What follows belongs to an exercise in optimizing a design on an open flow for small area and a short achievable clock period; a production flow would make more cautious choices.
In this exercise RTL edits were held to simulation tests only and were not proved equivalent to the original.
No activity file was given, so power comes from the tool's default toggle rates.

==> design/flow/design.v <==
module spfc_packer (
    input  wire        clk,
    input  wire        rst,
    input  wire        in_valid,
    input  wire [1:0]  in_op,
    input  wire [31:0] in_rg,
    input  wire [31:0] in_ba,
    input  wire [15:0] in_pk,
    output reg         out_valid,
    output wire [15:0] out_pk,
    output wire [31:0] out_rg,
    output wire [31:0] out_ba
);
    function [11:0] thr31;
        input [4:0] t;
        integer i, k;
        begin
            thr31 = 12'd2048;
            for (i = 0; i < 32; i = i + 1)
                if (t == i) begin
                    k = (i < 16) ? i + 1 : i;
                    thr31 = (131070 * k - 65535 + 61) / 62 - 2048 * i;
                end
        end
    endfunction
    function [10:0] thr63;
        input [5:0] t;
        integer i, k;
        begin
            thr63 = 11'd1024;
            for (i = 0; i < 64; i = i + 1)
                if (t == i) begin
                    k = (i < 32) ? i + 1 : i;
                    thr63 = (131070 * k - 65535 + 125) / 126 - 1024 * i;
                end
        end
    endfunction
    function ge16;
        input [15:0] a;
        input [15:0] b;
        reg   [15:0] g, p;
        integer l, i, n;
        begin
            g = a & ~b;
            p = a | ~b;
            n = 16;
            for (l = 0; l < 4; l = l + 1) begin
                for (i = 0; i < 8; i = i + 1)
                    if (2 * i + 1 < n) begin
                        g[i] = g[2 * i + 1] | (p[2 * i + 1] & g[2 * i]);
                        p[i] = p[2 * i + 1] & p[2 * i];
                    end else if (2 * i < n) begin
                        g[i] = g[2 * i];
                        p[i] = p[2 * i];
                    end
                n = (n + 1) / 2;
            end
            ge16 = g[0] | p[0];
        end
    endfunction
    function [4:0] dec5;
        input [4:0] t;
        reg   [4:0] bw;
        integer i;
        begin
            bw[0] = t[4];
            for (i = 1; i < 5; i = i + 1)
                bw[i] = bw[i - 1] & ~t[i - 1];
            dec5 = t ^ bw;
        end
    endfunction
    function [5:0] dec6;
        input [5:0] t;
        reg   [5:0] bw;
        integer i;
        begin
            bw[0] = t[5];
            for (i = 1; i < 6; i = i + 1)
                bw[i] = bw[i - 1] & ~t[i - 1];
            dec6 = t ^ bw;
        end
    endfunction
    function [15:0] su63;
        input [5:0] q;
        integer i;
        begin
            su63 = 16'd0;
            for (i = 0; i < 64; i = i + 1)
                if (q == i)
                    su63 = (131070 * i + 63) / 126;
        end
    endfunction
    wire [15:0] ch_r = in_rg[15:0];
    wire [15:0] ch_g = in_rg[31:16];
    wire [15:0] ch_b = in_ba[15:0];
    wire [15:0] ch_a = in_ba[31:16];
    wire        is_pack = ~in_op[0];
    wire        is_565  = ~in_op[1];
    wire        ge_r   = ge16({5'b0, ch_r[10:0]}, {4'b0, thr31(ch_r[15:11])});
    wire        ge_b   = ge16({5'b0, ch_b[10:0]}, {4'b0, thr31(ch_b[15:11])});
    wire [10:0] thr_g63 = thr63(ch_g[15:10]);
    wire [11:0] thr_g   = is_565 ? {thr_g63[10], ch_g[10] & ~thr_g63[10], thr_g63[9:0]}
                                 : thr31(ch_g[15:11]);
    wire        ge_g    = ge16({5'b0, ch_g[10:0]}, {4'b0, thr_g});
    wire        a_zero = (ch_a == 16'd0);
    wire        r_blk  = ~ge16(ch_r, 16'd1058);
    wire        b_blk  = ~ge16(ch_b, 16'd1058);
    wire        g_blk  = is_565 ? ~ge16(ch_g, 16'd521) : ~ge16(ch_g, 16'd1058);
    wire        blk    = r_blk & g_blk & b_blk;
    wire [4:0]  dec_r = dec5(ch_r[15:11]);
    wire [4:0]  dec_b = dec5(ch_b[15:11]);
    wire [5:0]  dec_g = is_565 ? dec6(ch_g[15:10])
                               : {1'b0, dec5(ch_g[15:11])};
    reg  [5:0]  r_q;
    reg  [6:0]  g_q;
    reg  [5:0]  b_q;
    reg         m565_q;
    reg         nz_q;
    always @(posedge clk) begin
        if (rst)
            out_valid <= 1'b0;
        else
            out_valid <= in_valid;
    end
    always @(posedge clk) begin
        m565_q <= is_565;
        nz_q   <= in_pk != 16'd0;
        if (is_pack) begin
            r_q <= {~a_zero & (ge_r | blk), dec_r & {5{~a_zero}}};
            g_q <= {~a_zero & (ge_g | blk),
                    dec_g & {6{~a_zero}}};
            b_q <= {~a_zero & (ge_b | blk), dec_b & {5{~a_zero}}};
        end else begin
            r_q <= {1'b0, is_565 ? in_pk[15:11] : in_pk[14:10]};
            g_q <= {1'b0, is_565 ? in_pk[10:5] : {1'b0, in_pk[9:5]}};
            b_q <= {1'b0, in_pk[4:0]};
        end
    end
    wire [4:0]  q_r = r_q[4:0] + {4'd0, r_q[5]};
    wire [4:0]  q_b = b_q[4:0] + {4'd0, b_q[5]};
    wire [5:0]  q_g = g_q[5:0] + {5'd0, g_q[6]};
    assign out_pk = m565_q ? {q_r, q_g, q_b} : {1'b0, q_r, q_g[4:0], q_b};
    wire [4:0]  u_r  = r_q[4:0];
    wire [4:0]  u_b  = b_q[4:0];
    wire [15:0] u_g6 = su63(g_q[5:0]);
    wire [4:0]  u_g5 = g_q[4:0];
    wire [15:0] u_g  = m565_q ? u_g6 : {u_g5, u_g5, u_g5, u_g5[4]};
    assign out_rg = {u_g, u_r, u_r, u_r, u_r[4]};
    assign out_ba = {{16{nz_q}}, u_b, u_b, u_b, u_b[4]};
endmodule
==> design/flow/flow/run.sh <==
#!/bin/bash
# The standard layout (standard.sh) with three changes:
#  - synthesis maps the logic with the ABC script in flow/abc_map.script
#    (structural rewriting and area-recovering mapping) instead of ORFS's
#    speed script; everything else in synthesis, including the flip-flops,
#    is ORFS's and the standard flow's own;
#  - plain buf_1 cells as the port buffers;
#  - the resizer's setup repair aims at a margin below the clock period.
set -e
rm -rf scripts_abc
cp -r "$FLOW_HOME/scripts" scripts_abc
cp flow/abc_map.script scripts_abc/abc_area.script
export BUFFER_PORTS_ARGS="-buffer_cell sky130_fd_sc_hd__buf_1"
bash standard.sh SCRIPTS_DIR="$PWD/scripts_abc" ABC_AREA=1 synth > synth.log 2>&1
bash standard.sh SETUP_SLACK_MARGIN=19.5 finish > standard.log 2>&1
==> design/flow/flow/abc_map.script <==
&get -n
&st
&syn2
&dch -f
&nf -R 1000
&st
&dch -f
&nf -R 1000
&put
==> design/flow/standard.sh <==
#!/bin/bash
# synth_recipe.tcl (not shown) runs the flow's synth.tcl, then flattens the netlist and writes it again
# the make line also repeats each setting of config.mk as NAME=value (left out here)
make -C /OpenROAD-flow-scripts/flow DESIGN_CONFIG=/design/flow/config.mk WORK_HOME=/design/flow/orfs CLKGATE_MAP_FILE= SYNTH_SCRIPT=/design/flow/synth_recipe.tcl "${@:-finish}"
==> design/flow/config.mk <==
export PLATFORM = sky130hd
export DESIGN_NAME = spfc_packer
export DESIGN_NICKNAME = spfc_packer
export VERILOG_FILES = /design/flow/design.v
export SDC_FILE = /design/flow/constraint.sdc
export NUM_CORES = 4
export LEC_CHECK = 0
export CAP_MARGIN = 20
export CORE_MARGIN = 2
export CORE_UTILIZATION = 40
export SLEW_MARGIN = 20
==> design/flow/constraint.sdc <==
create_clock -name core_clock -period 27.0 [get_ports {clk}]
set_input_delay 5.4000 -clock core_clock [delete_from_list [all_inputs] [get_ports {clk}]]
set_output_delay 5.4000 -clock core_clock [all_outputs]
set_load 0.01 [all_outputs]
==> out/metrics.csv, run 1 <==
metric,value,unit
grt total ovfl,0,
largest net degree at the start of global routing,28,
CTS Root Cell,clkbuf_8,
Setup-failing EPs final,0,
Avg WL per Cell,13.6,um
Synth Register Bits,22,
Final nets,620,
Bufs on Longest Clock Path,2,
Syn Area/Cell,7.08,um^2
hold_ws,5.28,ns
Cell Int Power,75.3,uW
Ports,166,
Vias,3284,
post-DP HPWL,6580,um
"EDFF count, synth",0,
Post-Syn Instances,391,
LEAKAGE,1.20,nW
Port Buffers,163,
CP Launch Type,input port,
Worst EP required,27.10,ns
Fin Setup TNS,0,ns
Yosys warnings,1,
Psw,46.8,uW
Clock Power Share,24.9,%
fin. max-slew vios,0,
"Hold Vio Cnt, Final",0,
P&R area growth vs syn,16.8,%
Final period util,27.1,%
CP max stage delay,0.35,ns
max-cap viol count,0,
initial drt markers,171,
first-pass GRT wire length,12500,um
total wire length,8050,um
CTS buffer count,3,
"critical path fanouts, max",6,
Die H,87.2,um
relative slew slack,53.6,%
clock slew at reported path FFs,0.09,ns
initial core utilization,41.0,%
CP arrival,7.42,ns
CP Capture Type,flip-flop,
"commonest cells after routing, fill and taps aside","buf_1 (158), nand2_1 (55), o21ai_0 (32)",
CP cell instances,buf_1 > nand2_1 > a21oi_1 > a221oi_1 > nor3_1 > o21ai_0 > maj3_1 > o21ai_0 > a211oi_1 > o221ai_1 > a41oi_1,
Fmax achieved,137,MHz
critical path class,in2reg,
Seq pwr share,32.6,%
GRT Total Usage,20.0,%
core footprint,6760,um^2
die width,87.2,um
die area,7610,um^2
"antenna viol nets, final",0,
Post-Syn Area,2770,um^2
Synth Net Count,499,
first drt pass iteration count,5,
CTS tree,done,
CTS sink count,22,
H-tree depth,1,
initial antenna violation count,0,
GP Congestion,0.867,
DRC,0,
post-synthesis cell type count,41,
min Tclk post-route,7.32,ns
Hold Crit Class,in2reg,
sequential cell area fraction in the yosys report,15.9,%
Comb power frac,42.5,%
share of cells above drive strength 1,3.52,%
asr flop ratio synth,0,%
diodes inserted,0,
ys flop type,dfxtp_1,
status,"complete, no violations",
vias in the first global route,2723,
RSZ-0062 raised after global routing,yes,
CP max-delay cell,maj3_1,
sw frac,38.3,%
critical path's most frequent cell,o21ai_0,
# rows,30,
worst slack at placement,18.97,ns
final setup margin,19.68,ns
Max VDD drop,0.0190,mV
"most common cell after layout, fill and taps aside",buf_1,
Via density,5.56,
Least-Margin Pin Slew,0.696,ns
pwr dens,37.8,nW/um^2
## worst paths after layout
path,slack (ns),from,depth (start not counted),endpoint
max,19.68,in_rg[27],11,g_q[6]$_SDFF_PP0_
min,5.28,rst,2,out_valid$_SDFF_PP0_
## layer usage
metal	GRT usage [%]	part of all wire, %
met4	5.87	1.2
met5	0	0
met2	34.1	47
met3	1.61	6.5
met1	26.8	45
## sequential cells by signal, indices dropped and copies added (netlist names)
| register | cells |
|---|---|
| r_q | 6 |
| out_valid | 1 |
| m565_q | 1 |
| b_q | 6 |
| nz_q | 1 |
| g_q | 7 |
## repair_timing
action | in CTS | in global routing
resized for setup | 4 | 11
gates cloned | 0 | 0
setup buffers | 0 | 0
setup endpoints to repair | 1 | 3
hold buffers | 0 | 0
## through the flow
| stage | power, mW | utilization, % | instance area (um^2) | std cells |
|---|---|---|---|---|
| 2_1_floorplan | 0.0757 | - | 2770 | 391 |
| 6_report | 0.122 | 47.9 | 3230 | 591 |
| 4_1_cts | 0.123 | 47.6 | 3210 | 591 |
| 3_3_place_gp | 0.0913 | 46.3 | 3130 | 587 |
| 3_5_place_dp | 0.0919 | 46.3 | 3130 | 587 |
| 5_1_grt | 0.131 | 47.9 | 3230 | 591 |
## Yosys cell counts, drive strengths merged (2+ instances only)
cell type | n | area [um^2]
xor2 | 4 | 35.0
nor3 | 9 | 45.0
o221ai | 4 | 35.0
nand2b | 6 | 37.5
clkinv | 20 | 75.1
nor2 | 27 | 101
nand2 | 55 | 206
o22ai | 8 | 50.1
o2bb2ai | 3 | 26.3
a22oi | 3 | 22.5
mux2 | 2 | 22.5
nand3 | 19 | 95.1
ha | 23 | 288
a41oi | 2 | 17.5
a221oi | 5 | 43.8
mux2i | 2 | 20.0
nand4 | 4 | 25.0
o21ai | 33 | 165
and2 | 2 | 12.5
a22o | 8 | 70.1
a221o | 2 | 20.0
buf | 48 | 360
nor4 | 13 | 81.3
xnor2 | 13 | 114
a211oi | 2 | 15.0
a311oi | 2 | 17.5
o41ai | 9 | 78.8
a21oi | 25 | 125
dfxtp | 22 | 440
a31oi | 5 | 31.3
## power groups by stage
stage | clock [mW] | combinational [mW] | sequential, mW
floorplan | 0 | 0.0361 | 0.0396
global placement | 0 | 0.0508 | 0.0405
detailed placement | 0 | 0.0513 | 0.0406
CTS | 0.0312 | 0.0518 | 0.0398
global route | 0.0322 | 0.0586 | 0.0405
finish | 0.0304 | 0.0519 | 0.0398
## final cells by class
class / instances / area [um^2]
clock buffer: 3 / 41.3
clock inverter: 1 / 30.0
fill: 714 / 3520
inverter: 20 / 80.1
multi-input combinational: 301 / 1920
sequential: 22 / 442
tap: 80 / 100
timing repair buffer: 164 / 626
## critical path: cells and delay by family
kind	cells	cell delay (ns)
compound gates	7	1.08
fa+ha+maj	1	0.35
buf+inv	1	0.28
simple gates	2	0.30
## kinds of logic (layout without fill, tap and decap cells)
group                      Yosys count  in the layout  synth area share, %
muxes                                4              4                 1.54
adders and majority gates           24             24                 10.7
and+or+nand+nor                    139            139                 22.9
buffers and inverters               68            188                 15.7
xor gates and xnor gates            17             17                 5.37
DFF                                 22             22                 15.9
AOI/OAI and AO/OA                  117            117                 27.8
==> run 2, diff against run 1 <==
==> design/flow/flow/abc_map.script (replaced) <==
&get -n
&st
&syn2
&dch -f
&nf -R 1000
&put
mfs2
&get -n
&st
&dch -f
&nf -R 1000
&put
==> run 2 against run 1 <==
Compared with the run above: die area is 2.0% lower; utilization is 0.42 points lower; total power is 7.6% lower; synthesized area is 2.1% lower; global-route usage is 1.4 points lower; sequential cell count stayed put; via count is 5.1% lower; largest cell class unchanged.
==> out/metrics.csv, run 2 <==
metric,value,unit,change
initial drt markers,137,,-20%
Hold Crit Class,in2reg,,
CP max stage delay,0.32,ns,-0.03 ns
Fin Setup TNS,0,ns,unchanged
max reg flops,7,,unchanged
Yosys top cell area share,16.2,%,+0.34 points
"antenna viol nets, final",0,,unchanged
asr flop ratio synth,0,%,unchanged
LEAKAGE,1.22,nW,+2.3%
Least-Margin Pin Slew,0.678,ns,-0.0181 ns
CTS sink count,22,,unchanged
relative slew slack,54.8,%,+1.2 points
total wire length,7540,um,-6.3%
Comb power frac,45.2,%,+2.7 points
Via density,5.34,,-3.8%
"delay-heaviest family, CP",compound AO/OA/AOI/OAI gates,,
post-placement cell area,3070,um^2,-1.9%
Post-Syn Instances,383,,-2.0%
initial core utilization,40.6,%,-0.42 points
first drt pass iteration count,4,,-1
CP Launch Type,input port,,
# rows,30,,unchanged
post-synthesis cell type count,40,,-2.4%
Final period util,26.9,%,-0.22 points
ys flop type,dfxtp_1,,
CTS Root Cell,clkbuf_8,,
DRC,0,,unchanged
fin. max-slew vios,0,,unchanged
CTS tree,done,,
"EDFF count, synth",0,,unchanged
# placed instances,579,,-1.4%
post-DP HPWL,6280,um,-4.5%
share of cells above drive strength 1,3.58,%,+0.056 points
Worst EP required,27.10,ns,about the same
Ports,166,,unchanged
CP arrival,7.36,ns,-0.06 ns
Cell Int Power,68.4,uW,-9.2%
initial antenna violation count,0,,unchanged
vias in the first global route,2502,,-8.1%
sw frac,39.4,%,+1.0 points
critical path class,in2reg,,
H-tree depth,1,,unchanged
largest net degree at the start of global routing,28,,unchanged
CTS buffer count,3,,unchanged
Psw,44.4,uW,-5.2%
Worst Setup SP,in_rg[31],,
CP Capture Type,flip-flop,,
Top reg by flops,g_q,,
pwr dens,35.6,nW/um^2,-5.8%
"critical path fanouts, max",16,,+10
Yosys top cell by area,dfxtp_1,,
top post-synthesis cells by area,"dfxtp_1 (16%), buf_4 (13%), ha_1 (11%)",,
Avg WL per Cell,12.9,um,-5.0%
die area,7450,um^2,-2.0%
CP max-delay cell,a222oi_1,,
Setup-failing EPs final,0,,unchanged
CP cell instances,buf_2 > nand2b_1 > nor2_1 > nor2_1 > o31a_1 > a22oi_1 > o21ai_0 > a222oi_1 > nor3_1 > o21ai_0 > a31oi_1,,
Seq pwr share,35.0,%,+2.4 points
Synth Net Count,491,,-1.6%
max-cap viol count,0,,unchanged
Max VDD drop,0.0134,mV,-29%
Syn Area/Cell,7.08,um^2,about the same
sequential cell area fraction in the yosys report,16.2,%,+0.34 points
"commonest cells after routing, fill and taps aside","buf_1 (157), nand2_1 (56), nor2_1 (39)",,
Post-Syn Area,2710,um^2,-2.1%
grt total ovfl,0,,unchanged
most common cell in the netlist,nand2_1,,
Clock Power Share,19.8,%,-5.1 points
"most common cell after layout, fill and taps aside",buf_1,,
min Tclk post-route,7.26,ns,-0.0590 ns
crit path buf inv count,1,,unchanged
RSZ-0062 raised after global routing,no,,
core footprint,6680,um^2,-1.1%
min-delay src,rst,,
Vias,3115,,-5.1%
fin area,3170,um^2,-2.0%
GP Congestion,0.963,,+11%
Final nets,612,,-1.3%
Fmax achieved,138,MHz,+0.81%
Yosys warnings,1,,unchanged
Die H,86.3,um,-1.0%
"Hold Vio Cnt, Final",0,,unchanged
Bufs on Longest Clock Path,2,,unchanged
Non-Filler Instances,583,,-1.4%
die width,86.3,um,-1.0%
post-CTS setup buffer count,0,,unchanged
diodes inserted,0,,unchanged
P&R area growth vs syn,16.9,%,
clock slew at reported path FFs,0.08,ns,about the same
Port Buffers,163,,unchanged
commonest cells in the netlist,"nand2_1 (56), buf_4 (48), nor2_1 (39)",,
first-pass GRT wire length,11600,um,-7.3%
status,"complete, no violations",,
GRT Total Usage,18.5,%,-1.4 points
Final Power,113,uW,-7.6%
Largest regs,"g_q: 7 flops, b_q: 6 flops, r_q: 6 flops",,
Synth Register Bits,22,,unchanged
[run 2: changes by cell type after synthesis, moves of 5 or more]
cell / delta
o22ai_1: +5
nor2_1: +12
nand3_1: -5
clkinv_1: -5
o21ai_0: -7
[run 2: power groups by stage]
stage	Sequential (mW)	Clock, mW	Combinational (mW)
after floorplan	0.0394	0	0.0354
after global placement	0.0402	0	0.0498
after detailed placement	0.0404	0	0.0501
after CTS	0.0396	0.0232	0.0504
after global routing	0.0402	0.0238	0.0573
final	0.0395	0.0224	0.0510
[run 2: layer usage]
layer  share of wire (%)  routed length, um  track usage, %  vias up
met5                   0                  0               0        -
met4                 1.1                 82            4.12        0
met3                 6.0                456            1.33        6
met2                  47               3560            32.1      122
met1                  46               3440            25.2     1372
li1                    -                  -               -     1615
[run 2: cell type report]
class	count	area [um^2]
Sequential cell	22	440
Clock buffer	4	55.1
Inverter	15	58.8
Timing Repair Buffer	164	627
Tap cell	80	100
Multi-Input combinational cell	298	1890
Fill cell	730	3510
[run 2: what timing repair did]
| action | in CTS | in global routing |
|---|---|---|
| hold buffers | 0 | 0 |
| gates resized for setup | 2 | 13 |
| endpoints found under the hold margin | 0 | 0 |
| endpoints found under the setup margin | 1 | 3 |
[run 2: metrics by stage]
step / setup WS, ns / hold slack (ns) / util [%]
after floorplan: 19.85 / 5.47 / -
after global placement: 19.16 / 5.56 / 46.0
after detailed placement: 19.15 / 5.56 / 46.0
after CTS: 19.51 / 5.28 / 46.8
after global routing: 19.51 / 5.29 / 47.5
final: 19.74 / 5.29 / 47.5
[run 2: cell families (layout without fill, tap and decap cells)]
kind of cell	count (synthesis)	after routing	share of synthesized area (%)
simple gates	146	146	24.2
buf+inv	63	183	15.4
compound gates	109	109	26.9
flops	22	22	16.2
fa+ha+maj	23	23	10.6
mux	3	3	1.25
xor+xnor	17	17	5.49
[run 2: path summary, 6_finish.rpt]
kind,depth (start not counted),endpoint
setup / recovery,11,g_q[6]$_SDFF_PP0_
hold / removal,2,out_valid$_SDFF_PP0_
==> run 3, diff against run 2 <==
--- a/design/flow/flow/run.sh
+++ b/design/flow/flow/run.sh
@@ -14,2 +14,2 @@
 bash standard.sh SCRIPTS_DIR="$PWD/scripts_abc" ABC_AREA=1 synth > synth.log 2>&1
-bash standard.sh SETUP_SLACK_MARGIN=19.5 finish > standard.log 2>&1
+bash standard.sh SETUP_SLACK_MARGIN=19.5 CORE_UTILIZATION=50 finish > standard.log 2>&1
==> design/flow/flow/abc_map.script (replaced) <==
&get -n
&st
&syn2
&dch -f
&nf -R 1000
&put
mfs2
&get -n
&st
&dch -f
&nf -R 1000
&put
mfs2
&get -n
&st
&dch -f
&nf -R 1000
&put
==> run 3 against run 2 <==
Compared with the run above: non-clock buffer count is 8 higher; critical path depth is 3 higher; largest power group unchanged; utilization is 16 points higher; worst setup slack worse by 0.16 ns; critical path type unchanged; synthesized cell count is 1.6% lower; global-route usage is 5.7 points higher; hold slack worse by 0.0031 ns; maximum frequency is 2.1% lower; design area is 3.3% higher.
==> out/metrics.csv, run 3 <==
metric,value,unit,change
status,"complete, no violations",,
Synth Net Count,485,,-1.2%
Yosys warnings,1,,unchanged
asr flop ratio synth,0,%,unchanged
sequential cell area fraction in the yosys report,16.4,%,+0.19 points
fin area,3280,um^2,+3.3%
CP cell instances,buf_4 > clkinvlp_4 > a2111oi_2 > o21ai_0 > a21oi_1 > nor2_1 > o22ai_1 > nor2_1 > a221oi_2 > nor2_1 > a221oi_2 > nor3_2 > o221ai_1 > a41oi_1,,
GRT Total Usage,24.3,%,+5.7 points
CP Capture Type,flip-flop,,
initial core utilization,52.1,%,+12 points
top post-synthesis cells by area,"dfxtp_1 (16%), buf_4 (13%), ha_1 (11%)",,
multiplexer area fraction after synthesis,1.63,%,+0.39 points
Clock Power Share,24.6,%,+4.8 points
Vias,3243,,+4.1%
pwr dens,37.3,nW/um^2,+4.9%
core footprint,5140,um^2,-23%
Least-Margin Pin Slew,0.699,ns,+0.0209 ns
Hold Crit Class,in2reg,,
Worst EP required,27.11,ns,about the same
post-DP HPWL,6000,um,-4.5%
post-synthesis cell type count,43,,+7.5%
max-cap viol count,0,,unchanged
CTS buffer count,3,,unchanged
Largest regs,"g_q: 7 flops, b_q: 6 flops, r_q: 6 flops",,
CP arrival,7.52,ns,+0.16 ns
"commonest cells after routing, fill and taps aside","buf_1 (157), nand2_1 (56), o21ai_0 (28), nor2_1 (28), a21oi_1 (24)",,
Top reg by flops,g_q,,
simple-gate share of the synthesized area,22.9,%,-1.3 points
largest net degree at the start of global routing,28,,unchanged
fin. max-slew vios,0,,unchanged
"most common cell after layout, fill and taps aside",buf_1,,
Adder-Cell Fraction of Synth Area,10.7,%,+0.12 points
CP max stage delay,0.36,ns,+0.04 ns
Yosys top cell area share,16.4,%,+0.19 points
Synth Area in XOR/XNOR,5.23,%,-0.26 points
cts hold-fix bufs,0,,unchanged
Comb power frac,43.2,%,-2.0 points
Synth Register Bits,22,,unchanged
H-tree depth,1,,unchanged
"Core Util, Final",63.7,%,+16 points
Psw,45.9,uW,+3.3%
Via density,5.64,,+5.6%
critical path class,in2reg,,
initial drt markers,196,,+43%
min Tclk post-route,7.42,ns,+0.156 ns
vias in the first global route,2800,,+12%
Final period util,27.5,%,+0.58 points
GP Congestion,0.934,,-3.0%
"EDFF count, synth",0,,unchanged
RSZ-0062 raised after global routing,yes,,
max reg flops,7,,unchanged
P&R area growth vs syn,22.2,%,
hold_ws,5.28,ns,-0.00310 ns
Syn Area/Cell,7.11,um^2,+0.42%
CTS sink count,22,,unchanged
Seq pwr share,32.2,%,-2.8 points
CP Launch Type,input port,,
Max VDD drop,0.0230,mV,+72%
sw frac,37.5,%,-1.9 points
# placed instances,563,,-2.8%
share of cells above drive strength 1,6.73,%,+3.2 points
Setup-failing EPs final,0,,unchanged
Port Buffers,163,,unchanged
Post-Syn Area,2680,um^2,-1.2%
Yosys top cell by area,dfxtp_1,,
grt total ovfl,0,,unchanged
first-pass GRT wire length,12400,um,+7.4%
largest family of logic cells by synthesized area,compound AO/OA/AOI/OAI gates,,
Bufs on Longest Clock Path,2,,unchanged
DRC,0,,unchanged
Final nets,614,,+0.33%
Ports,166,,unchanged
clock slew at reported path FFs,0.08,ns,about the same
"delay-heaviest family, CP",compound AO/OA/AOI/OAI gates,,
critical path's most frequent cell,nor2_1,,
diodes inserted,0,,unchanged
relative slew slack,53.4,%,-1.4 points
CTS tree,done,,
"critical path fanouts, max",10,,-6
Die H,77.2,um,-11%
post-synthesis compound-gate area fraction,27.5,%,+0.64 points
Non-Filler Instances,575,,-1.4%
crit path buf inv count,2,,+1
"antenna viol nets, final",0,,unchanged
initial antenna violation count,0,,unchanged
die area,5960,um^2,-20%
"Hold Vio Cnt, Final",0,,unchanged
total wire length,7550,um,+0.11%
CP max-delay cell,a2111oi_2,,
die width,77.2,um,-11%
CTS Root Cell,clkbuf_8,,
Post-Syn Instances,377,,-1.6%
Fin Setup TNS,0,ns,unchanged
# rows,26,,-13%
most common cell in the netlist,nand2_1,,
Avg WL per Cell,13.1,um,+1.5%
post-placement cell area,3030,um^2,-1.4%
commonest cells in the netlist,"nand2_1 (57), buf_4 (48), nor2_1 (31)",,
Cell Int Power,76.5,uW,+12%
Fmax achieved,135,MHz,-2.1%
LEAKAGE,1.27,nW,+4.0%
first drt pass iteration count,5,,+1
ys flop type,dfxtp_1,,
==> run 3: metal layers <==
metal | GRT usage [%] | up-vias | wire length, um
met2 | 42.1 | 177 | 3650
met5 | 0 | - | 0
met4 | 7.50 | 0 | 187
met3 | 1.29 | 17 | 478
li1 | - | 1628 | -
met1 | 32.3 | 1421 | 3240
==> run 3: per-stage QoR <==
step / power [mW] / setup WS (ns)
2_1_floorplan: 0.0743 / 19.62
3_3_place_gp: 0.0888 / 18.89
3_5_place_dp: 0.0893 / 18.84
4_1_cts: 0.120 / 19.51
5_1_grt: 0.131 / 19.29
6_report: 0.122 / 19.58
==> run 3: cell type report <==
| class | count | area [um^2] |
|---|---|---|
| tap | 70 | 87.6 |
| fill | 522 | 1860 |
| clock inverter | 1 | 30.0 |
| timing repair buffer | 172 | 708 |
| inverter | 15 | 65.1 |
| sequential | 22 | 440 |
| multi-input combinational | 292 | 1900 |
| clock buffer | 3 | 41.3 |
==> run 3: timing repair <==
action,in CTS,in global routing
endpoints found under the setup margin,1,2
pin swaps,2,7
gates resized for setup,15,22
buffers inserted,2,6
==> run 3: cell families (layout without fill, tap and decap cells) <==
kind of cell | after synthesis | count (layout)
simple gates | 136 | 136
buf+inv | 63 | 191
mux | 4 | 4
compound gates | 113 | 113
xor+xnor | 16 | 16
fa+ha+maj | 23 | 23
flops | 22 | 22
==> run 3: path summary, 6_finish.rpt <==
check             startpoint              endpoint  slack [ns]  cells past startpoint
setup / recovery   in_rg[29]     g_q[6]$_SDFF_PP0_       19.58                     14
hold / removal           rst  out_valid$_SDFF_PP0_        5.28                      2
==> run 3: power groups by stage <==
stage / registers (mW) / clock network, mW / logic (mW)
final: 0.0394 / 0.0301 / 0.0528
after global routing: 0.0401 / 0.0320 / 0.0593
after CTS: 0.0395 / 0.0302 / 0.0505
after detailed placement: 0.0402 / 0 / 0.0491
after global placement: 0.0401 / 0 / 0.0488
after floorplan: 0.0394 / 0 / 0.0349
==> run 4, diff against run 3 <==
--- a/design/flow/flow/run.sh
+++ b/design/flow/flow/run.sh
@@ -14,2 +14,2 @@
 bash standard.sh SCRIPTS_DIR="$PWD/scripts_abc" ABC_AREA=1 synth > synth.log 2>&1
-bash standard.sh SETUP_SLACK_MARGIN=19.5 CORE_UTILIZATION=50 finish > standard.log 2>&1
+bash standard.sh SETUP_SLACK_MARGIN=19.7 finish > standard.log 2>&1
==> design/flow/flow/abc_map.script (replaced) <==
&get -n
&st
&syn2
&dch -f
&nf -R 1000
&put
mfs2
&get -n
&st
&dch -f
&nf -R 1000
&put
==> run 4 against run 3 <==
Compared with the run above: worst setup slack improved by 0.21 ns; wire length rose by 0.33%; combinational power fell by 2%; sequential cell count did not move; clock power fell by 26%; first-iteration DRC count fell by 32%; critical path depth fell by 3; synthesized area rose by 1.2%; sequential power barely moved; non-clock buffer count fell by 7; via count fell by 3.6%; total power fell by 7.1%; critical path type unchanged; critical endpoint unchanged; largest cell class unchanged; largest power group unchanged; highest routed layer unchanged.
==> out/metrics.csv, run 4 <==
metric,value,unit,change
Via density,5.35,,-5.1%
Setup-failing EPs final,0,,unchanged
commonest cells in the netlist,"nand2_1 (56), buf_4 (48), nor2_1 (39)",,
sequential cell area fraction in the yosys report,16.2,%,-0.19 points
Syn Area/Cell,7.08,um^2,-0.42%
most common cell in the netlist,nand2_1,,
status,"complete, no violations",,
Hold Crit Class,in2reg,,
Die H,86.3,um,+12%
CP cell instances,buf_4 > or3_4 > a21oi_4 > nor2_1 > o32a_1 > o22ai_1 > o21ai_1 > a222oi_1 > nor3_1 > o21ai_1 > a31oi_1,,
min Tclk post-route,7.21,ns,-0.205 ns
CTS Root Cell,clkbuf_8,,
"EDFF count, synth",0,,unchanged
Final period util,26.7,%,-0.76 points
"antenna viol nets, final",0,,unchanged
Top reg by flops,g_q,,
ys flop type,dfxtp_1,,
Yosys top cell by area,dfxtp_1,,
max-cap viol count,0,,unchanged
Yosys warnings,1,,unchanged
Avg WL per Cell,13.0,um,-1.2%
max reg flops,7,,unchanged
Bufs on Longest Clock Path,2,,unchanged
# rows,30,,+15%
fin. max-slew vios,0,,unchanged
diodes inserted,0,,unchanged
Port Buffers,163,,unchanged
Post-Syn Instances,383,,+1.6%
asr flop ratio synth,0,%,unchanged
CP max stage delay,0.42,ns,+0.06 ns
# placed instances,579,,+2.8%
initial antenna violation count,0,,unchanged
Fin Setup TNS,0,ns,unchanged
"commonest cells after routing, fill and taps aside","buf_1 (156), nand2_1 (55), nor2_1 (37)",,
Final nets,613,,-0.16%
post-synthesis cell type count,40,,-7.0%
die area,7450,um^2,+25%
CTS buffer count,3,,unchanged
Post-Syn Area,2710,um^2,+1.2%
"most common cell after layout, fill and taps aside",buf_1,,
Vias,3125,,-3.6%
CTS tree,done,,
vias in the first global route,2508,,-10%
GP Congestion,0.963,,+3.1%
CTS sink count,22,,unchanged
CP Launch Type,input port,,
Non-Filler Instances,584,,+1.6%
core footprint,6680,um^2,+30%
Ports,166,,unchanged
Fillers,724,,+39%
hold path depth,2,,unchanged
initial core utilization,40.6,%,-12 points
relative slew slack,54.6,%,+1.1 points
largest net degree at the start of global routing,28,,unchanged
Least-Margin Pin Slew,0.681,ns,-0.0172 ns
RSZ-0062 raised after global routing,yes,,
"delay-heaviest family, CP",compound AO/OA/AOI/OAI gates,,
Yosys top cell area share,16.2,%,-0.19 points
first-pass GRT wire length,11600,um,-6.5%
Fmax achieved,139,MHz,+2.8%
GRT Total Usage,18.6,%,-5.7 points
LEAKAGE,1.25,nW,-1.7%
clock slew at reported path FFs,0.08,ns,about the same
pwr dens,35.3,nW/um^2,-5.6%
share of cells above drive strength 1,5.75,%,-0.98 points
Synth Net Count,491,,+1.2%
Worst EP required,27.10,ns,about the same
H-tree depth,1,,unchanged
CP arrival,7.31,ns,-0.21 ns
top post-synthesis cells by area,"dfxtp_1 (16%), buf_4 (13%), ha_1 (11%)",,
"Hold Vio Cnt, Final",0,,unchanged
Max VDD drop,0.0133,mV,-42%
initial drt markers,134,,-32%
critical path's most frequent cell,o21ai_1,,
Largest regs,"g_q: 7 flops, b_q: 6 flops, r_q: 6 flops",,
grt total ovfl,0,,unchanged
CP max-delay cell,or3_4,,
die width,86.3,um,+12%
crit path buf inv count,1,,-1
post-DP HPWL,6280,um,+4.7%
"critical path fanouts, max",16,,+6
Stages on worst setup path,11,,-3
CP Capture Type,flip-flop,,
P&R area growth vs syn,18.9,%,
Synth Register Bits,22,,unchanged
total wire length,7580,um,+0.33%
critical path class,in2reg,,
DRC,0,,unchanged
first drt pass iteration count,5,,unchanged
-- run 4: cell count changes after synthesis, moves of 3 or more --
cell     change
a22oi_1      +3
o22ai_1      -3
nor2_1       +8
nand3_1      +3
o21ai_0      -3
-- run 4: final cells by class --
| cell class | count | area (um^2) | share of cell area (%) |
|---|---|---|---|
| multi-input cells | 298 | 1920 | 59.6 |
| repair buffers | 165 | 647 | 20.1 |
| flip-flops and latches | 22 | 440 | 13.7 |
| well taps | 80 | 100 | 3.10 |
| inverters | 15 | 58.8 | 1.82 |
| clock buffers | 4 | 55.1 | 1.71 |
-- run 4: cell families (layout without fill, tap and decap cells) --
| kind of cell | after synthesis | in the layout | share of synthesized area [%] |
|---|---|---|---|
| AND/OR/NAND/NOR | 146 | 146 | 24.2 |
| flip-flops | 22 | 22 | 16.2 |
| adder cells (fa/ha/maj) | 23 | 23 | 10.6 |
| multiplexers | 3 | 3 | 1.25 |
| buffers and inverters | 63 | 184 | 15.4 |
| XOR/XNOR | 17 | 17 | 5.49 |
| AO/OA/AOI/OAI | 109 | 109 | 26.9 |
-- run 4: timing repair --
action | in CTS | in global routing
gates resized for setup | 4 | 36
cloned | 0 | 0
hold buffers | 0 | 0
setup buffers | 0 | 1
setup endpoints to repair | 2 | 3
pin swaps | 0 | 5
-- run 4: per-layer routing --
layer	GRT usage (%)	part of all wire, %	up-vias	wire [um]
met2	32.3	48	126	3600
met5	0	0	-	0
met4	4.12	1.1	0	82
met3	1.33	5.8	6	437
met1	25.3	46	1376	3460
li1	-	-	1617	-
-- run 4: power by group --
part	total, mW	leakage [nW]	switching, mW	internal, mW
Combinational	0.0520	1.04	0.0314	0.0205
Sequential	0.0395	0.185	0.00403	0.0355
Clock	0.0222	0.0288	0.00926	0.0129
Total	0.114	1.25	0.0447	0.0689
-- run 4: worst paths after layout --
check	start	end	slack, ns
setup / recovery	in_rg[31]	g_q[6]$_SDFF_PP0_	19.79
hold / removal	rst	out_valid$_SDFF_PP0_	5.29
-- run 4: stage by stage --
step / hold WS, ns / total power [mW] / cell area, um^2 / utilization (%) / setup WS [ns]
floorplan: 5.47 / 0.0748 / 2710 / - / 19.85
global placement: 5.56 / 0.0900 / 3070 / 46.0 / 19.16
detailed placement: 5.56 / 0.0904 / 3070 / 46.0 / 19.15
CTS: 5.28 / 0.113 / 3140 / 46.9 / 19.52
global route: 5.29 / 0.122 / 3220 / 48.3 / 19.68
finish: 5.29 / 0.114 / 3220 / 48.3 / 19.79
==> run 5, diff against run 4 <==
--- a/design/flow/flow/run.sh
+++ b/design/flow/flow/run.sh
@@ -14,2 +14,2 @@
 bash standard.sh SCRIPTS_DIR="$PWD/scripts_abc" ABC_AREA=1 synth > synth.log 2>&1
-bash standard.sh SETUP_SLACK_MARGIN=19.7 finish > standard.log 2>&1
+bash standard.sh SETUP_SLACK_MARGIN=19.5 CORE_UTILIZATION=60 finish > standard.log 2>&1
==> run 5 against run 4 <==
Compared with the run above: sequential power barely moved; cell count down 5.0%; largest cell class unchanged; non-clock buffer count decreased by 1; sequential share of layout area increased by 0.39 points; utilization rose by 24 points; worst setup slack worse by 0.076 ns; global-route usage rose by 9.0 points; critical endpoint unchanged; still clean on timing, DRC and antenna; first-iteration DRC count is 28% lower.
==> out/metrics.csv, run 5 <==
metric,value,unit,change
Fillers,375,,-48%
asr flop ratio synth,0,%,unchanged
"Hold Vio Cnt, Final",0,,unchanged
Syn Area/Cell,7.08,um^2,unchanged
H-tree depth,1,,unchanged
GP Congestion,0.952,,-1.2%
CTS Root Cell,clkbuf_8,,
sequential cell area fraction in the yosys report,16.2,%,unchanged
Max VDD drop,0.0216,mV,+62%
initial drt markers,97,,-28%
Die H,71.2,um,-18%
Fin Setup TNS,0,ns,unchanged
hold path depth,2,,unchanged
min-delay src,rst,,
GRT Total Usage,27.6,%,+9.0 points
Yosys warnings,1,,unchanged
largest net degree at the start of global routing,28,,unchanged
WHS Endpoint,out_valid$_SDFF_PP0_,,
Least-Margin Pin Slew,0.664,ns,-0.0177 ns
first-pass GRT wire length,11700,um,+0.77%
critical path class,in2reg,,
total wire length,7300,um,-3.7%
Post-Syn Area,2710,um^2,unchanged
Setup-failing EPs final,0,,unchanged
die width,71.2,um,-18%
clock slew at reported path FFs,0.08,ns,about the same
CP arrival,7.41,ns,+0.10 ns
"antenna viol nets, final",0,,unchanged
core footprint,4350,um^2,-35%
post-DP HPWL,5920,um,-5.8%
Fmax achieved,137,MHz,-1.0%
die area,5070,um^2,-32%
post-CTS setup buffer count,0,,unchanged
Seq pwr share,32.8,%,-1.9 points
vias in the first global route,2720,,+8.5%
grt total ovfl,0,,unchanged
initial core utilization,62.3,%,+22 points
LEAKAGE,1.22,nW,-2.6%
most common cell in the netlist,nand2_1,,
Final Power,120,uW,+5.8%
ys flop type,dfxtp_1,,
final setup margin,19.71,ns,-0.0764 ns
Post-Syn Instances,383,,unchanged
CP Capture Type,flip-flop,,
Largest regs,"g_q: 7 flops, b_q: 6 flops, r_q: 6 flops",,
Synth Net Count,491,,unchanged
GR Layer Usage met2,48.1,%,+16 points
max-cap viol count,0,,unchanged
fin. max-slew vios,0,,unchanged
worst slack at placement,19.20,ns,+0.0573 ns
Yosys top cell area share,16.2,%,unchanged
"critical path fanouts, max",11,,-5
Comb power frac,42.0,%,-3.7 points
diodes inserted,0,,unchanged
# placed instances,551,,-4.8%
RSZ-0062 raised after global routing,yes,,
# rows,24,,-20%
DRC,0,,unchanged
share of cells above drive strength 1,2.58,%,-3.2 points
Worst EP required,27.12,ns,+0.02 ns
Non-Filler Instances,555,,-5.0%
P&R area growth vs syn,15.6,%,
"commonest cells after routing, fill and taps aside","buf_1 (160), nand2_1 (56), nor2_1 (38)",,
Port Buffers,163,,unchanged
post-synthesis cell type count,40,,unchanged
relative slew slack,55.8,%,+1.2 points
"most common cell after layout, fill and taps aside",buf_1,,
Hold Crit Class,in2reg,,
top post-synthesis cells by area,"dfxtp_1 (16%), buf_4 (13%), ha_1 (11%)",,
min Tclk post-route,7.29,ns,+0.0764 ns
Final nets,612,,-0.16%
commonest cells in the netlist,"nand2_1 (56), buf_4 (48), nor2_1 (39)",,
most used routing layer,met2,,
status,"complete, no violations",,
Clock Power Share,25.2,%,+5.7 points
Bufs on Longest Clock Path,2,,unchanged
Vias,3231,,+3.4%
Top reg by flops,g_q,,
CP Launch Type,input port,,
Avg WL per Cell,13.1,um,+1.3%
sw frac,37.6,%,-1.8 points
Yosys top cell by area,dfxtp_1,,
CTS sink count,22,,unchanged
"EDFF count, synth",0,,unchanged
Cell Int Power,75.1,uW,+8.9%
Ports,166,,unchanged
fin area,3130,um^2,-2.8%
CTS buffer count,3,,unchanged
max reg flops,7,,unchanged
CTS tree,done,,
pwr dens,38.4,nW/um^2,+8.8%
Psw,45.2,uW,+0.95%
post-placement cell area,3040,um^2,-1.1%
Final period util,27.0,%,+0.28 points
Synth Register Bits,22,,unchanged
initial antenna violation count,0,,unchanged
cts hold-fix bufs,0,,unchanged
M3 GR Usage,2.53,%,+1.2 points
met1 Use GR,34.3,%,+9.0 points
Via density,5.82,,+8.8%
first drt pass iteration count,5,,unchanged
-- run 5: cell counts after synthesis --
No cell type changed its count.
-- run 5: repair_timing --
item,in CTS,in global routing
gates resized for setup,1,8
hold endpoints to repair,0,0
setup endpoints to repair,1,2
-- run 5: metal layers --
layer	wire, um	vias to the layer above	part of all wire [%]
met5	0	-	0
met2	3510	158	48
met3	543	17	7.4
met1	3050	1436	42
li1	-	1620	-
met4	187	0	2.6
-- run 5: worst max-delay path by stage --
stage,slack [ns],startpoint,depth (start not counted),endpoint
after global placement,19.24,in_op[1],10,g_q[6]$_SDFF_PP0_
after global routing,19.49,in_ba[11],14,b_q[5]$_SDFF_PP0_
final,19.71,in_rg[30],11,g_q[6]$_SDFF_PP0_
after detailed placement,19.20,in_op[1],10,g_q[6]$_SDFF_PP0_
after CTS,19.57,in_ba[12],12,b_q[5]$_SDFF_PP0_
after floorplan,19.85,in_ba[11],11,b_q[5]$_SDFF_PP0_
-- run 5: cell type report --
type | count | area (um^2) | area share [%]
well taps | 52 | 65.1 | 2.08
multi-input cells | 298 | 1880 | 59.9
clock buffers | 3 | 41.3 | 1.32
inverters | 15 | 57.6 | 1.84
clock inverters | 1 | 30.0 | 0.958
repair buffers | 164 | 623 | 19.9
flip-flops and latches | 22 | 440 | 14.1
-- run 5: cell families (layout without fill, tap and decap cells) --
logic type / Yosys count / after routing / share of synthesized area (%)
muxes: 3 / 3 / 1.25
xor gates and xnor gates: 17 / 17 / 5.49
buffers and inverters: 63 / 183 / 15.4
and+or+nand+nor: 146 / 146 / 24.2
AOI/OAI and AO/OA: 109 / 109 / 26.9
DFF: 22 / 22 / 16.2
adders and majority gates: 23 / 23 / 10.6
-- run 5: power groups by stage --
stage | combinational, mW | clock [mW] | sequential (mW)
after floorplan | 0.0354 | 0 | 0.0394
after CTS | 0.0500 | 0.0306 | 0.0395
after detailed placement | 0.0495 | 0 | 0.0402
final | 0.0505 | 0.0303 | 0.0395
after global routing | 0.0567 | 0.0318 | 0.0401
after global placement | 0.0490 | 0 | 0.0400
-- run 5: through the flow --
step | hold WS, ns | utilization [%]
5_1_grt | 5.30 | 72.0
4_1_cts | 5.28 | 71.4
6_report | 5.28 | 72.0
3_3_place_gp | 5.56 | 69.7
2_1_floorplan | 5.47 | -
3_5_place_dp | 5.56 | 69.7
-- run 5: worst max-delay path, stage by stage --
cell and delay [ns]:
buf_1 0.21, or3_1 0.45, a21oi_1 0.20, nor2_1 0.06
o32a_1 0.19, a21oi_1 0.15, o21ai_0 0.11, a222oi_1 0.30
nor3_1 0.08, o21ai_0 0.17, a31oi_1 0.10
==> run 6, diff against run 5 <==
--- a/design/flow/design.v
+++ b/design/flow/design.v
@@ -60,24 +60,2 @@
     endfunction
-    function [4:0] dec5;
-        input [4:0] t;
-        reg   [4:0] bw;
-        integer i;
-        begin
-            bw[0] = t[4];
-            for (i = 1; i < 5; i = i + 1)
-                bw[i] = bw[i - 1] & ~t[i - 1];
-            dec5 = t ^ bw;
-        end
-    endfunction
-    function [5:0] dec6;
-        input [5:0] t;
-        reg   [5:0] bw;
-        integer i;
-        begin
-            bw[0] = t[5];
-            for (i = 1; i < 6; i = i + 1)
-                bw[i] = bw[i - 1] & ~t[i - 1];
-            dec6 = t ^ bw;
-        end
-    endfunction
     function [15:0] su63;
@@ -109,9 +87,8 @@
     wire        blk    = r_blk & g_blk & b_blk;
-    wire [4:0]  dec_r = dec5(ch_r[15:11]);
-    wire [4:0]  dec_b = dec5(ch_b[15:11]);
-    wire [5:0]  dec_g = is_565 ? dec6(ch_g[15:10])
-                               : {1'b0, dec5(ch_g[15:11])};
-    reg  [5:0]  r_q;
-    reg  [6:0]  g_q;
-    reg  [5:0]  b_q;
+    wire [4:0]  dec_r = ch_r[15:11] - {4'd0, ch_r[15]};
+    wire [4:0]  dec_b = ch_b[15:11] - {4'd0, ch_b[15]};
+    wire [5:0]  dec_g = is_565 ? ch_g[15:10] - {5'd0, ch_g[15]}
+                               : {1'b0, ch_g[15:11] - {4'd0, ch_g[15]}};
+    reg  [15:0] w_q;
+    reg         st_r, st_g, st_b;
     reg         m565_q;
@@ -127,21 +104,31 @@
         nz_q   <= in_pk != 16'd0;
-        if (is_pack) begin
-            r_q <= {~a_zero & (ge_r | blk), dec_r & {5{~a_zero}}};
-            g_q <= {~a_zero & (ge_g | blk),
-                    dec_g & {6{~a_zero}}};
-            b_q <= {~a_zero & (ge_b | blk), dec_b & {5{~a_zero}}};
-        end else begin
-            r_q <= {1'b0, is_565 ? in_pk[15:11] : in_pk[14:10]};
-            g_q <= {1'b0, is_565 ? in_pk[10:5] : {1'b0, in_pk[9:5]}};
-            b_q <= {1'b0, in_pk[4:0]};
-        end
+        st_r   <= ~a_zero & (ge_r | blk);
+        st_g   <= ~a_zero & (ge_g | blk);
+        st_b   <= ~a_zero & (ge_b | blk);
+        if (is_pack)
+            w_q <= (is_565 ? {dec_r, dec_g, dec_b} : {1'b0, dec_r, dec_g[4:0], dec_b})
+                   & {16{~a_zero}};
+        else
+            w_q <= in_pk;
     end
-    wire [4:0]  q_r = r_q[4:0] + {4'd0, r_q[5]};
-    wire [4:0]  q_b = b_q[4:0] + {4'd0, b_q[5]};
-    wire [5:0]  q_g = g_q[5:0] + {5'd0, g_q[6]};
-    assign out_pk = m565_q ? {q_r, q_g, q_b} : {1'b0, q_r, q_g[4:0], q_b};
-    wire [4:0]  u_r  = r_q[4:0];
-    wire [4:0]  u_b  = b_q[4:0];
-    wire [15:0] u_g6 = su63(g_q[5:0]);
-    wire [4:0]  u_g5 = g_q[4:0];
+    reg  [15:0] cy;
+    integer i;
+    always @(*) begin
+        cy = 16'd0;
+        cy[0] = st_b;
+        for (i = 1; i < 5; i = i + 1)
+            cy[i] = cy[i - 1] & w_q[i - 1];
+        cy[5] = st_g;
+        for (i = 6; i < 10; i = i + 1)
+            cy[i] = cy[i - 1] & w_q[i - 1];
+        cy[10] = m565_q ? (cy[9] & w_q[9]) : st_r;
+        cy[11] = m565_q ? st_r : (st_r & w_q[10]);
+        for (i = 12; i < 16; i = i + 1)
+            cy[i] = cy[i - 1] & w_q[i - 1];
+    end
+    assign out_pk = w_q ^ cy;
+    wire [4:0]  u_r  = m565_q ? w_q[15:11] : w_q[14:10];
+    wire [4:0]  u_b  = w_q[4:0];
+    wire [15:0] u_g6 = su63(w_q[10:5]);
+    wire [4:0]  u_g5 = w_q[9:5];
     wire [15:0] u_g  = m565_q ? u_g6 : {u_g5, u_g5, u_g5, u_g5[4]};
==> design/flow/flow/run.sh (replaced) <==
#!/bin/bash
# The standard layout (standard.sh), with plain buf_1 cells as the port
# buffers, and the resizer's setup repair aimed at a margin below the
# clock period so that it shortens the longest paths.
export BUFFER_PORTS_ARGS="-buffer_cell sky130_fd_sc_hd__buf_1"
bash standard.sh SETUP_SLACK_MARGIN=20 finish > standard.log 2>&1
removed: design/flow/flow/abc_map.script
==> run 6 against run 5 <==
Compared with the run above: still clean on timing, DRC and antenna; total power is 19% higher; wire length increased by 42%; die area rose by 79%; first-iteration DRC count grew 120%; global-route usage decreased by 6.5 points.
==> out/metrics.csv, run 6 <==
metric,value,unit,change
grt total ovfl,0,,unchanged
Post-Syn Instances,472,,+23%
# rows,33,,+38%
post-placement cell area,3590,um^2,+18%
CP Capture Type,primary output,,
total wire length,10400,um,+42%
die area,9080,um^2,+79%
Final nets,693,,+13%
Clock Power Share,21.3,%,-3.9 points
Max VDD drop,0.0246,mV,+14%
Setup-failing EPs final,0,,unchanged
"critical path fanouts, max",2,,-9
critical path's most frequent cell,ha_4,,
hold_ws,5.28,ns,-0.00331 ns
Final period util,26.8,%,-0.18 points
Port Buffers,163,,unchanged
core footprint,8130,um^2,+87%
Synth Area in XOR/XNOR,4.73,%,-0.76 points
Post-Syn Area,3330,um^2,+23%
"commonest cells after routing, fill and taps aside","buf_1 (141), nand2_1 (73), nor2_1 (29)",,
CP Launch Type,flip-flop,,
Vias,3844,,+19%
Adder-Cell Fraction of Synth Area,8.86,%,-1.8 points
"antenna viol nets, final",0,,unchanged
"most common cell after layout, fill and taps aside",buf_1,,
Least-Margin Pin Slew,0.554,ns,-0.110 ns
Worst Setup EP,out_pk[10],,
CTS Root Cell,clkbuf_8,,
Die H,95.3,um,+34%
post-synthesis cell type count,69,,+73%
Ports,166,,unchanged
largest family of logic cells by synthesized area,simple AND/OR/NAND/NOR gates,,
fin area,4190,um^2,+34%
relative slew slack,63.1,%,+7.3 points
initial core utilization,41.0,%,-21 points
post-DP HPWL,7790,um,+32%
Psw,56.3,uW,+25%
post-synthesis compound-gate area fraction,26.3,%,-0.57 points
Fin Setup TNS,0,ns,unchanged
GRT Total Usage,21.1,%,-6.5 points
vias in the first global route,3373,,+24%
"Hold Vio Cnt, Final",0,,unchanged
Synth Net Count,578,,+18%
critical path class,reg2out,,
ys flop type,dfxtp_1,,
Worst Setup SP,w_q[5]$_DFF_P_,,
LEAKAGE,1.65,nW,+36%
first-pass GRT wire length,15600,um,+33%
min Tclk post-route,7.24,ns,-0.0482 ns
sequential cell area fraction in the yosys report,13.2,%,-3.0 points
most common cell in the netlist,nand2_1,,
CP max-delay cell,dfxtp_4,,
Synth Register Bits,22,,unchanged
Top reg by flops,w_q,,
initial antenna violation count,0,,unchanged
Worst EP required,21.60,ns,-5.52 ns
P&R area growth vs syn,25.7,%,
Yosys warnings,1,,unchanged
"EDFF count, synth",0,,unchanged
Comb power frac,50.5,%,+8.5 points
die width,95.3,um,+34%
sw frac,39.4,%,+1.9 points
final setup margin,19.76,ns,+0.0482 ns
Syn Area/Cell,7.06,um^2,-0.28%
CTS tree,done,,
Via density,5.56,,-4.4%
CP cell instances,ha_4 > ha_4 > ha_4 > ha_4 > ha_4 > mux2i_1 > xnor2_1 > buf_2,,
Cell Int Power,86.6,uW,+15%
Hold Crit Class,in2reg,,
Final Power,143,uW,+19%
largest net degree at the start of global routing,33,,+18%
Avg WL per Cell,15.0,um,+14%
min-delay src,rst,,
Bufs on Longest Clock Path,2,,unchanged
Fmax achieved,138,MHz,+0.67%
CP max stage delay,0.36,ns,-0.09 ns
simple-gate share of the synthesized area,26.7,%,+2.6 points
asr flop ratio synth,0,%,unchanged
CTS buffer count,3,,unchanged
clock slew at reported path FFs,0.08,ns,about the same
CTS sink count,22,,unchanged
CP arrival,1.84,ns,-5.57 ns
max-cap viol count,0,,unchanged
GP Congestion,0.877,,-7.9%
first drt pass iteration count,7,,+2
worst slack at placement,19.21,ns,+0.00940 ns
Yosys top cell by area,dfxtp_1,,
H-tree depth,1,,unchanged
initial drt markers,218,,+120%
diodes inserted,0,,unchanged
top post-synthesis cells by area,"dfxtp_1 (13%), buf_4 (10%), nand2_1 (8.4%)",,
Yosys top cell area share,13.2,%,-3.0 points
commonest cells in the netlist,"nand2_1 (75), buf_4 (45), nor2_1 (31)",,
DRC,0,,unchanged
share of cells above drive strength 1,17.1,%,+14 points
fin. max-slew vios,0,,unchanged
multiplexer area fraction after synthesis,3.49,%,+2.2 points
RSZ-0062 raised after global routing,yes,,
status,"complete, no violations",,
Seq pwr share,28.2,%,-4.6 points
max reg flops,16,,+9
pwr dens,34.1,nW/um^2,-11%
-- run 6: cell types whose count changed in the layout (fill, tap and decap cells not counted), sizes merged, moves of 8 or more --
| cell | before | now |
|---|---|---|
| inv | 1 | 16 |
| buf | 161 | 174 |
| clkinv | 14 | 1 |
| nor2 | 39 | 31 |
| o211ai | 0 | 9 |
| o31ai | 0 | 11 |
| nand2 | 56 | 75 |
-- run 6: repair_timing --
item | CTS | global route
endpoints found under the setup margin | 22 | 12
hold buffers | 0 | 0
buffers inserted | 6 | 12
gates resized for setup | 63 | 40
pin swaps | 6 | 15
gates cloned | 1 | 1
-- run 6: routing by layer --
metal,wire length [um],global-route usage (%),vias up
met3,550,1.11,10
met4,100,5.31,0
met2,5530,40.7,134
met5,0,0,-
li1,-,-,1894
met1,4200,25.2,1806
-- run 6: worst min path at each step --
| stage | end | depth (start not counted) |
|---|---|---|
| final | out_valid$_SDFF_PP0_ | 2 |
| after detailed placement | out_valid$_SDFF_PP0_ | 2 |
| after global routing | out_valid$_SDFF_PP0_ | 2 |
| after global placement | out_valid$_SDFF_PP0_ | 2 |
| after CTS | out_valid$_SDFF_PP0_ | 2 |
| after floorplan | out_valid$_SDFF_PP0_ | 1 |
-- run 6: stage by stage --
| step | instances | util, % |
|---|---|---|
| final | 691 | 51.5 |
| after global routing | 691 | 51.5 |
| after CTS | 678 | 48.6 |
| after detailed placement | 667 | 44.2 |
| after global placement | 667 | 44.2 |
| after floorplan | 472 | - |
-- run 6: power by group through the flow --
stage	clock (mW)	combinational, mW	sequential (mW)
6_report	0.0305	0.0721	0.0403
5_1_grt	0.0319	0.0805	0.0408
4_1_cts	0.0310	0.0679	0.0400
3_5_place_dp	0	0.0609	0.0409
3_3_place_gp	0	0.0597	0.0408
2_1_floorplan	0	0.0481	0.0384
-- run 6: kinds of logic (layout without fill, tap and decap cells) --
| group | after synthesis | count (layout) |
|---|---|---|
| AO/OA/AOI/OAI | 124 | 124 |
| XOR/XNOR | 18 | 18 |
| adder cells (fa/ha/maj) | 24 | 24 |
| buffers and inverters | 91 | 205 |
| flip-flops | 22 | 22 |
| multiplexers | 11 | 11 |
| AND/OR/NAND/NOR | 182 | 182 |
-- run 6: layout make-up --
type                    instances  area [um^2]
repair buffers                184          928
clock inverters                 1         30.0
well taps                     105          131
fillers                       863         3950
flip-flops and latches         22          459
inverters                      17         68.8
clock buffers                   3         41.3
multi-input cells             359         2530
-- run 6: worst max-delay path: cells and delay by family (launching register included) --
kind / cells / cell delay [ns]
XOR/XNOR: 1 / 0.14
flip-flops: 1 / 0.36
adder cells (fa/ha/maj): 5 / 0.77
multiplexers: 1 / 0.15
buffers and inverters: 1 / 0.15
==> run 7, diff against run 6 <==
--- a/design/flow/flow/run.sh
+++ b/design/flow/flow/run.sh
@@ -5,2 +5,2 @@
 export BUFFER_PORTS_ARGS="-buffer_cell sky130_fd_sc_hd__buf_1"
-bash standard.sh SETUP_SLACK_MARGIN=20 finish > standard.log 2>&1
+bash standard.sh SETUP_SLACK_MARGIN=19.5 finish > standard.log 2>&1
==> run 7 against run 6 <==
Compared with the run above: sequential cell count unchanged; largest cell class unchanged; non-clock buffer count down 20; die area unchanged; largest power group unchanged; total power down 7.9%; via count down 4.0%; utilization down 6.3 points.
==> out/metrics.csv, run 7 <==
metric,value,unit,change
post-DP HPWL,7790,um,unchanged
max reg flops,16,,unchanged
Avg WL per Cell,14.2,um,-5.4%
first drt pass iteration count,4,,-3
Synth Register Bits,22,,unchanged
"critical path fanouts, max",11,,+9
Max VDD drop,0.0237,mV,-3.8%
Port Buffers,163,,unchanged
largest net degree at the start of global routing,35,,+6.1%
Via density,5.50,,-1.1%
commonest cells in the netlist,"nand2_1 (75), buf_4 (45), nor2_1 (31)",,
GRT Total Usage,20.0,%,-1.1 points
P&R area growth vs syn,10.3,%,
Final period util,27.4,%,+0.54 points
CTS Root Cell,clkbuf_8,,
vias in the first global route,3226,,-4.4%
Yosys top cell area share,13.2,%,unchanged
core footprint,8130,um^2,unchanged
DRC,0,,unchanged
Ports,166,,unchanged
Yosys warnings,1,,unchanged
Final Power,132,uW,-7.9%
total wire length,9530,um,-8.1%
Setup-failing EPs final,0,,unchanged
initial core utilization,41.0,%,unchanged
initial antenna violation count,0,,unchanged
diodes inserted,0,,unchanged
fin. max-slew vios,0,,unchanged
"commonest cells after routing, fill and taps aside","buf_1 (157), nand2_1 (75), nor2_1 (31)",,
Fmax achieved,135,MHz,-2.0%
worst slack at placement,19.21,ns,unchanged
GP Congestion,0.877,,unchanged
Least-Margin Pin Slew,0.617,ns,+0.0629 ns
most common cell in the netlist,nand2_1,,
Vias,3691,,-4.0%
die width,95.3,um,unchanged
CTS tree,done,,
CP Launch Type,flip-flop,,
"EDFF count, synth",0,,unchanged
Top reg by flops,w_q,,
critical path class,reg2out,,
Yosys top cell by area,dfxtp_1,,
CP Capture Type,primary output,,
"most common cell after layout, fill and taps aside",buf_1,,
# rows,33,,unchanged
top post-synthesis cells by area,"dfxtp_1 (13%), buf_4 (10%), nand2_1 (8.4%)",,
status,"complete, no violations",,
Die H,95.3,um,unchanged
RSZ-0062 raised after global routing,yes,,
max-cap viol count,0,,unchanged
sequential cell area fraction in the yosys report,13.2,%,unchanged
CTS buffer count,3,,unchanged
hold path depth,2,,unchanged
asr flop ratio synth,0,%,unchanged
ys flop type,dfxtp_1,,
share of cells above drive strength 1,5.83,%,-11 points
"delay-heaviest family, CP",adder cells,,
Stages on worst setup path,8,,unchanged
cts hold-fix bufs,0,,unchanged
Synth Net Count,578,,unchanged
CP max stage delay,0.39,ns,+0.03 ns
Fin Setup TNS,0,ns,unchanged
Hold Crit Class,in2reg,,
CTS sink count,22,,unchanged
Post-Syn Instances,472,,unchanged
critical path's most frequent cell,ha_1,,
post-synthesis cell type count,69,,unchanged
initial drt markers,229,,+5.0%
LEAKAGE,1.46,nW,-12%
crit path buf inv count,1,,unchanged
Worst EP required,21.60,ns,about the same
relative slew slack,58.8,%,-4.3 points
# placed instances,667,,unchanged
Syn Area/Cell,7.06,um^2,unchanged
CP max-delay cell,dfxtp_4,,
CP arrival,1.99,ns,+0.15 ns
CP cell instances,ha_1 > ha_1 > ha_1 > ha_1 > ha_1 > mux2i_1 > xnor2_1 > buf_2,,
Post-Syn Area,3330,um^2,unchanged
pwr dens,35.8,nW/um^2,+4.9%
die area,9080,um^2,unchanged
grt total ovfl,0,,unchanged
"Hold Vio Cnt, Final",0,,unchanged
clock slew at reported path FFs,0.08,ns,about the same
H-tree depth,1,,unchanged
min Tclk post-route,7.39,ns,+0.147 ns
Final nets,673,,-2.9%
first-pass GRT wire length,14800,um,-4.9%
"antenna viol nets, final",0,,unchanged
post-CTS setup buffer count,0,,-6
Bufs on Longest Clock Path,2,,unchanged
Non-Filler Instances,671,,-2.9%
final setup margin,19.61,ns,-0.147 ns
-- run 7: cell counts after synthesis --
Identical to the previous run, type by type.
-- run 7: cells by family after synthesis --
| group | share of synthesized area, % |
|---|---|
| simple gates | 26.7 |
| compound gates | 26.3 |
| buf+inv | 16.7 |
| fa+ha+maj | 8.86 |
| flops | 13.2 |
| xor+xnor | 4.73 |
| mux | 3.49 |
-- run 7: final cells by class --
class	count	area, um^2
fillers	897	4460
multi-input cells	359	2340
repair buffers	164	627
flip-flops and latches	22	445
well taps	105	131
inverters	17	65.1
clock buffers	3	41.3
clock inverters	1	30.0
-- run 7: per-stage QoR --
step	util [%]	hold slack, ns	instance area [um^2]
finish	45.2	5.28	3680
global placement	44.2	5.56	3590
CTS	45.1	5.28	3670
detailed placement	44.2	5.56	3590
global route	45.2	5.29	3680
floorplan	-	5.47	3330
-- run 7: path summary, 6_finish.rpt --
kind	from	to	slack, ns
max	w_q[5]$_DFF_P_	out_pk[10]	19.61
min	rst	out_valid$_SDFF_PP0_	5.28
-- run 7: where the power goes --
| part | leakage (nW) | internal [mW] | switching (mW) | total, mW |
|---|---|---|---|---|
| Clock | 0.0357 | 0.0198 | 0.0108 | 0.0306 |
| Combinational | 1.24 | 0.0236 | 0.0373 | 0.0609 |
| Sequential | 0.185 | 0.0358 | 0.00441 | 0.0402 |
-- run 7: routing by layer --
layer | GRT usage, % | routed length, um | up-vias
met5 | 0 | 0 | -
met4 | 4.11 | 72 | 0
met3 | 0.791 | 484 | 4
met2 | 38.4 | 5010 | 124
met1 | 24.6 | 3960 | 1710
li1 | - | - | 1853
-- run 7: what timing repair did --
| item | in CTS | in global routing |
|---|---|---|
| setup endpoints to repair | 3 | 2 |
| gates resized for setup | 3 | 7 |
| cloned | 0 | 0 |

[re-timing with driven ports]
In the flow no input, the clock included, has a driving cell. The finished layouts below were timed again as built, in two steps.
Step 1 sets driving cells, clkbuf_16 on the clock port and buf_2 on the other inputs (assumed; they add their load-dependent delay and slew).
Step 2 moves the port delays by t, midway between the first and last clock arrival at a register: inputs arrive t later, outputs are due t later. That takes back most of the time a late clock gives input paths.
Slacks: no drivers / after step 1 / after step 2; pairs: no drivers / after step 1.
run	shift t [ns]	setup slack, ns	worst slew at a driven data input, ns	cell pins on the clock port's net
run 1	0.284	19.679 / 19.683 / 19.399	0.04	1
run 2	0.276	19.738 / 19.746 / 19.471	0.06	1
run 3	0.280	19.582 / 19.582 / 19.302	0.04	1
run 4	0.275	19.787 / 19.793 / 19.518	0.06	1
run 5	0.288	19.711 / 19.717 / 19.428	0.07	1
run 6	0.290	19.759 / 19.730 / 19.766	0.06	1
run 7	0.291	19.612 / 19.583 / 19.349	0.05	1
After both steps setup and hold are still met in every run listed. For run 5, which loses most, drivers alone change the setup slack by +0.006 ns; drivers and shift together by -0.283 ns.
